What follows belongs to an exercise in optimizing a design on an open flow for small area, a short achievable clock period and few clock cycles; a production flow would make more cautious choices.
The RTL was checked by simulation tests, not by an equivalence proof against the original design.
Power is estimated from default activity; no workload was simulated.

## run 1
==> flow/design.v <==
module py8bit_core (
    input  wire        clk,
    input  wire        rst,          
    input  wire        host_we,
    input  wire [7:0]  host_addr,
    input  wire [7:0]  host_wdata,
    output reg  [7:0]  host_rdata,   
    input  wire [2:0]  reg_sel,
    output reg  [7:0]  reg_rdata,    
    output wire [7:0]  pc,
    output wire [3:0]  flags,        
    output wire        halted
);
    localparam OP_NOP   = 4'd0;
    localparam OP_LOAD  = 4'd1;
    localparam OP_STORE = 4'd2;
    localparam OP_MOV   = 4'd3;
    localparam OP_ADD   = 4'd4;
    localparam OP_SUB   = 4'd5;
    localparam OP_AND   = 4'd6;
    localparam OP_OR    = 4'd7;
    localparam OP_XOR   = 4'd8;
    localparam OP_NOT   = 4'd9;
    localparam OP_SHL   = 4'd10;
    localparam OP_SHR   = 4'd11;
    localparam OP_JMP   = 4'd12;
    localparam OP_JZ    = 4'd13;
    localparam OP_JNZ   = 4'd14;
    localparam OP_HALT  = 4'd15;
    localparam LB = 2;               
    localparam NB = 1 << LB;
    localparam RB = 8 - LB;          
    localparam NR = 1 << RB;         
    reg [7:0]    mem [0:255];        
    reg [7:0]    regs [0:7];
    reg [7:0]    pc_q;               
    reg [7:0]    fh_q [0:NB-1];      
    reg [7:0]    fl_q [0:NB-1];
    reg [7:0]    ih_q, il_q;         
    reg [15:0]   ir_q;               
    reg [7:0]    ipc_q;              
    reg          xv_q;               
    reg          d_load, d_store, d_mov, d_alu;
    reg          taken_q;            
    reg [NB-1:0] usel_q;             
    reg          halted_q;
    reg          flag_z, flag_c, flag_n, flag_v;
    wire [3:0] opcode = ir_q[15:12];
    wire [3:0] rd     = ir_q[11:8];
    wire [3:0] rs1    = ir_q[7:4];
    wire [3:0] rs2    = ir_q[3:0];
    wire [7:0] addr   = ir_q[7:0];
    wire x_load  = xv_q && d_load;
    wire x_store = xv_q && d_store;
    wire x_alu   = xv_q && d_alu;
    wire taken   = taken_q;
    wire [7:0] val_rs1 = rs1[3] ? 8'h00 : regs[rs1[2:0]];
    wire [7:0] val_rs2 = rs2[3] ? 8'h00 : regs[rs2[2:0]];
    wire [7:0] val_rd  = rd[3]  ? 8'h00 : regs[rd[2:0]];
    wire [7:0]    fa    = taken ? addr : pc_q;
    wire [LB-1:0] fab   = fa[LB-1:0];
    wire [LB-1:0] fab1  = fab + 1'b1;
    wire [LB-1:0] ldb   = addr[LB-1:0];
    wire [7:0]   hh = 8'd1 << host_addr[7:5];
    wire [7:0]   hl = 8'd1 << host_addr[4:2];
    reg [7:0]    bout [0:NB-1];
    reg [7:0]    bh, bl;
    integer b, r;
    always @(*) begin
        for (b = 0; b < NB; b = b + 1) begin
            if (halted_q) begin
                bh = hh; bl = hl;
            end else if (usel_q[b]) begin
                bh = ih_q; bl = il_q;
            end else begin
                bh = fh_q[b]; bl = fl_q[b];
            end
            bout[b] = 8'h00;
            for (r = 0; r < NR; r = r + 1)
                bout[b] = bout[b] | (mem[r * NB + b] & {8{bh[r / 8] & bl[r % 8]}});
        end
    end
    wire [15:0]   fword = {bout[fab1], bout[fab]};
    wire [LB-1:0] bsel  = halted_q ? host_addr[LB-1:0] : ldb;
    wire [7:0]    rbyte = bout[bsel];
    reg [7:0] alu_y;
    reg       alu_c, alu_v;
    reg [8:0] sum;
    always @(*) begin
        sum   = 9'd0;
        alu_y = val_rs1;
        alu_c = 1'b0;
        alu_v = 1'b0;
        case (opcode)
            OP_ADD: begin
                sum   = {1'b0, val_rs1} + {1'b0, val_rs2};
                alu_y = sum[7:0];
                alu_c = sum[8];
                alu_v = (val_rs1[7] == val_rs2[7]) && (sum[7] != val_rs1[7]);
            end
            OP_SUB: begin
                sum   = {1'b0, val_rs1} + {1'b0, ~val_rs2} + 9'd1;
                alu_y = sum[7:0];
                alu_c = ~sum[8];
                alu_v = (val_rs1[7] != val_rs2[7]) && (sum[7] != val_rs1[7]);
            end
            OP_AND: alu_y = val_rs1 & val_rs2;
            OP_OR:  alu_y = val_rs1 | val_rs2;
            OP_XOR: alu_y = val_rs1 ^ val_rs2;
            OP_NOT: alu_y = ~val_rs1;
            OP_SHL: begin
                alu_y = {val_rs1[6:0], 1'b0};
                alu_c = val_rs1[7];
            end
            OP_SHR: begin
                alu_y = {1'b0, val_rs1[7:1]};
                alu_c = val_rs1[0];
            end
            default: ;
        endcase
    end
    wire alu_zero = (alu_y == 8'h00);
    reg zq;
    always @(*) begin
        case (opcode)
            OP_ADD:  zq = ((val_rs1 ^ val_rs2) == {val_rs1[6:0] | val_rs2[6:0], 1'b0});
            OP_SUB:  zq = (val_rs1 == val_rs2);
            OP_AND:  zq = ((val_rs1 & val_rs2) == 8'h00);
            OP_OR:   zq = ((val_rs1 | val_rs2) == 8'h00);
            OP_XOR:  zq = (val_rs1 == val_rs2);
            OP_NOT:  zq = (val_rs1 == 8'hFF);
            OP_SHL:  zq = (val_rs1[6:0] == 7'h00);
            OP_SHR:  zq = (val_rs1[7:1] == 7'h00);
            default: zq = (val_rs1 == 8'h00);
        endcase
    end
    wire z_fwd = x_alu ? zq : flag_z;
    wire [7:0] pc_plus1 = pc_q + 8'd1;
    wire conflict  = x_load && ((ldb == pc_q[LB-1:0]) || (ldb == pc_q[LB-1:0] + 1'b1));
    wire fa_bad    = taken && (fab == {LB{1'b1}});
    wire store_hit = x_store && ((addr == pc_q) || (addr == pc_plus1));
    wire f_ok      = !conflict && !fa_bad && !store_hit;
    wire [3:0] f_op   = fword[15:12];
    wire       f_halt = (f_op == OP_HALT);
    wire       f_taken = (f_op == OP_JMP) ||
                         ((f_op == OP_JZ)  &&  z_fwd) ||
                         ((f_op == OP_JNZ) && !z_fwd);
    wire       f_load = (f_op == OP_LOAD);
    wire [7:0]    nfa    = f_ok ? fa + 8'd2 : fa;
    wire [RB-1:0] nfrow  = nfa[7:LB];
    wire [RB-1:0] nfrow0 = nfa[7:LB] + (nfa[LB-1:0] == {LB{1'b1}});
    integer k;
    always @(posedge clk) begin
        if (rst) begin
            pc_q     <= 8'h00;
            for (k = 0; k < NB; k = k + 1)
            begin
                fh_q[k] <= 8'd1;
                fl_q[k] <= 8'd1;
            end
            xv_q     <= 1'b0;
            taken_q  <= 1'b0;
            usel_q   <= {NB{1'b0}};
            halted_q <= 1'b0;
        end else if (!halted_q) begin
            pc_q <= nfa;
            for (k = 0; k < NB; k = k + 1)
            begin
                fh_q[k] <= 8'd1 << ((k == 0) ? nfrow0[5:3] : nfrow[5:3]);
                fl_q[k] <= 8'd1 << ((k == 0) ? nfrow0[2:0] : nfrow[2:0]);
            end
            xv_q     <= f_ok && !f_halt;
            taken_q  <= f_ok && f_taken;
            for (k = 0; k < NB; k = k + 1)
                usel_q[k] <= f_ok && (f_taken || (f_load && fword[LB-1:0] == k));
            halted_q <= f_ok && f_halt;
            if (f_ok) begin
                ir_q    <= fword;
                ih_q    <= 8'd1 << fword[7:5];
                il_q    <= 8'd1 << fword[4:2];
                ipc_q   <= fa;
                d_load  <= (f_op == OP_LOAD);
                d_store <= (f_op == OP_STORE);
                d_mov   <= (f_op == OP_MOV);
                d_alu   <= (f_op >= OP_ADD) && (f_op <= OP_SHR);
            end
        end
    end
    wire reg_we = (x_alu || x_load || (xv_q && d_mov)) && !rd[3];
    wire [7:0] reg_wdata = x_load ? rbyte : alu_y;
    always @(posedge clk) begin
        if (!rst && !halted_q) begin
            if (reg_we)
                regs[rd[2:0]] <= reg_wdata;
            if (x_alu) begin
                flag_z <= alu_zero;
                flag_c <= alu_c;
                flag_n <= alu_y[7];
                flag_v <= alu_v;
            end
        end
    end
    wire       st_we = x_store && !rst && !halted_q;
    wire       m_we  = host_we || st_we;
    wire [7:0] m_wa  = host_we ? host_addr : addr;
    wire [7:0] m_wd  = host_we ? host_wdata : val_rd;
    wire [255:0] w_hot = {255'd0, m_we} << m_wa;
    genvar g;
    generate
        for (g = 0; g < 256; g = g + 1) begin : g_mem
            always @(posedge clk)
                if (w_hot[g])
                    mem[g] <= m_wd;
        end
    endgenerate
    always @(posedge clk) begin
        host_rdata <= rbyte;
        reg_rdata  <= regs[reg_sel];
    end
    assign pc         = ipc_q;
    assign flags      = {flag_z, flag_c, flag_n, flag_v};
    assign halted     = halted_q;
endmodule
Settings: LEC_CHECK=0, CAP_MARGIN=20, CORE_MARGIN=2, CORE_UTILIZATION=40, CTS_BUF_LIST=sky130_fd_sc_hd__clkbuf_8, CTS_CLUSTER_SIZE=25, SETUP_SLACK_MARGIN=4.5, SLEW_MARGIN=40; clock period 8.0 ns.
run.sh (not shown) runs the stock make flow with config.mk's settings and CLKGATE_MAP_FILE= SYNTH_SCRIPT=/design/flow/synth_recipe.tcl, a recipe that flattens the netlist after the stock synthesis.
Run 1 ran to completion and came out clean on the timing, design-rule and antenna checks.
Testbench counts of run 1, summed over its fixed seeds: cycles 61,609.
Modified inputs, run 2 compared to run 1
# run 1
export LEC_CHECK = 0
export CAP_MARGIN = 20
export CORE_MARGIN = 2
export CORE_UTILIZATION = 40
export CTS_BUF_LIST = sky130_fd_sc_hd__clkbuf_8
export CTS_CLUSTER_SIZE = 25
export SETUP_SLACK_MARGIN = 4.5
export SLEW_MARGIN = 40
create_clock -name core_clock -period 8.0 [get_ports {clk}]
# run 2
export LEC_CHECK = 0
export CAP_MARGIN = 20
export CORE_MARGIN = 2
export CORE_UTILIZATION = 50
export CTS_BUF_LIST = sky130_fd_sc_hd__clkbuf_8
export CTS_CLUSTER_SIZE = 25
export SETUP_SLACK_MARGIN = 4.5
export SLEW_MARGIN = 40
export TNS_END_PERCENT = 10
create_clock -name core_clock -period 8.0 [get_ports {clk}]
[summary]
Run 2 finished every step from synthesis to the final layout, and the layout passed the timing, design-rule and antenna checks. The wire length number comes out higher for run 2 vs run 1. First-pass GRT wire length in run 2 is 2.1% above run 1. In the flow results for run 1 and run 2, the clock tree buffer count of the final layout is larger on run 1. Est. power | run 2 vs run 1 | run 2 higher. Comparing run 1 and run 2, all-layer global routing usage is higher on run 2. Compared with run 1, run 2 shows horizontal die dimension that has gone down by more than 10%.
The inputs of run 3 differ from those of run 2 as listed below.
# run 2
export LEC_CHECK = 0
export CAP_MARGIN = 20
export CORE_MARGIN = 2
export CORE_UTILIZATION = 50
export CTS_BUF_LIST = sky130_fd_sc_hd__clkbuf_8
export CTS_CLUSTER_SIZE = 25
export SETUP_SLACK_MARGIN = 4.5
export SLEW_MARGIN = 40
export TNS_END_PERCENT = 10
create_clock -name core_clock -period 8.0 [get_ports {clk}]
# run 3
export LEC_CHECK = 0
export CAP_MARGIN = 20
export CORE_MARGIN = 2
export CORE_UTILIZATION = 40
export CTS_BUF_LIST = sky130_fd_sc_hd__clkbuf_8
export CTS_CLUSTER_SIZE = 25
export SETUP_SLACK_MARGIN = 4.5
export SLEW_MARGIN = 40
export TNS_END_PERCENT = 2
create_clock -name core_clock -period 8.0 [get_ports {clk}]
Results
Run 3: PASS, flow complete, no timing, DRC or antenna violations
On worst clock skew on the final layout: run 3 sits below run 2.
Run 3 vs run 2 — number of setup buffers added after CTS dropped 39%.
Sort run 3 and run 2 by switching part of the total power, ascending, and run 3 comes first.
Layout overhead on the synthesized area for run 3: 3.2 points down relative to run 2
Worst setup path endpoint = regs[4][3]$_DFFE_PP_: run 2; worst setup path endpoint = usel_q[1]$_SDFFE_PP0N_: run 3
Higher number of clock buffers inserted by TritonCTS was reported by run 3, not run 2.
Diff run 2 -> run 3: maximum frequency increased 0.0051 GHz, non-clock buffer count shows a reduction of 26%, hold slack neither gained nor lost much.

separate check: timing with driven ports:
The flow's constraints put no driver on any port. The routed layouts listed below were extracted and timed again, unchanged, in two steps.
Step 1 (the two cells are an assumption about what drives the block):
set clk [get_ports {clk}]
set_driving_cell -lib_cell sky130_fd_sc_hd__clkbuf_16 $clk
set_driving_cell -lib_cell sky130_fd_sc_hd__buf_2 [delete_from_list [all_inputs] $clk]
Step 2 moves the port delays by t, midway between the first and last clock arrival at a register: inputs arrive t later, outputs are due t later. That takes back most of the time a late clock gives input paths.
Slacks: ideal / step 1 / step 2; pairs: ideal / step 1.
| run | shift t [ns] | setup slack, ns | worst data-port slew with drivers (ns) | cell pins on the clock port's net |
|---|---|---|---|---|
| run 1 | 1.203 | 3.484 / 3.458 / 2.255 | 0.24 | 1 |
| run 2 | 1.194 | 3.364 / 3.244 / 2.050 | 0.31 | 1 |
| run 3 | 1.198 | 3.471 / 3.418 / 2.221 | 0.24 | 1 |
After both steps every run listed still meets setup and hold. The setup slack of run 2, which loses most, moves by -0.120 ns with the drivers and by -1.314 ns with both steps.
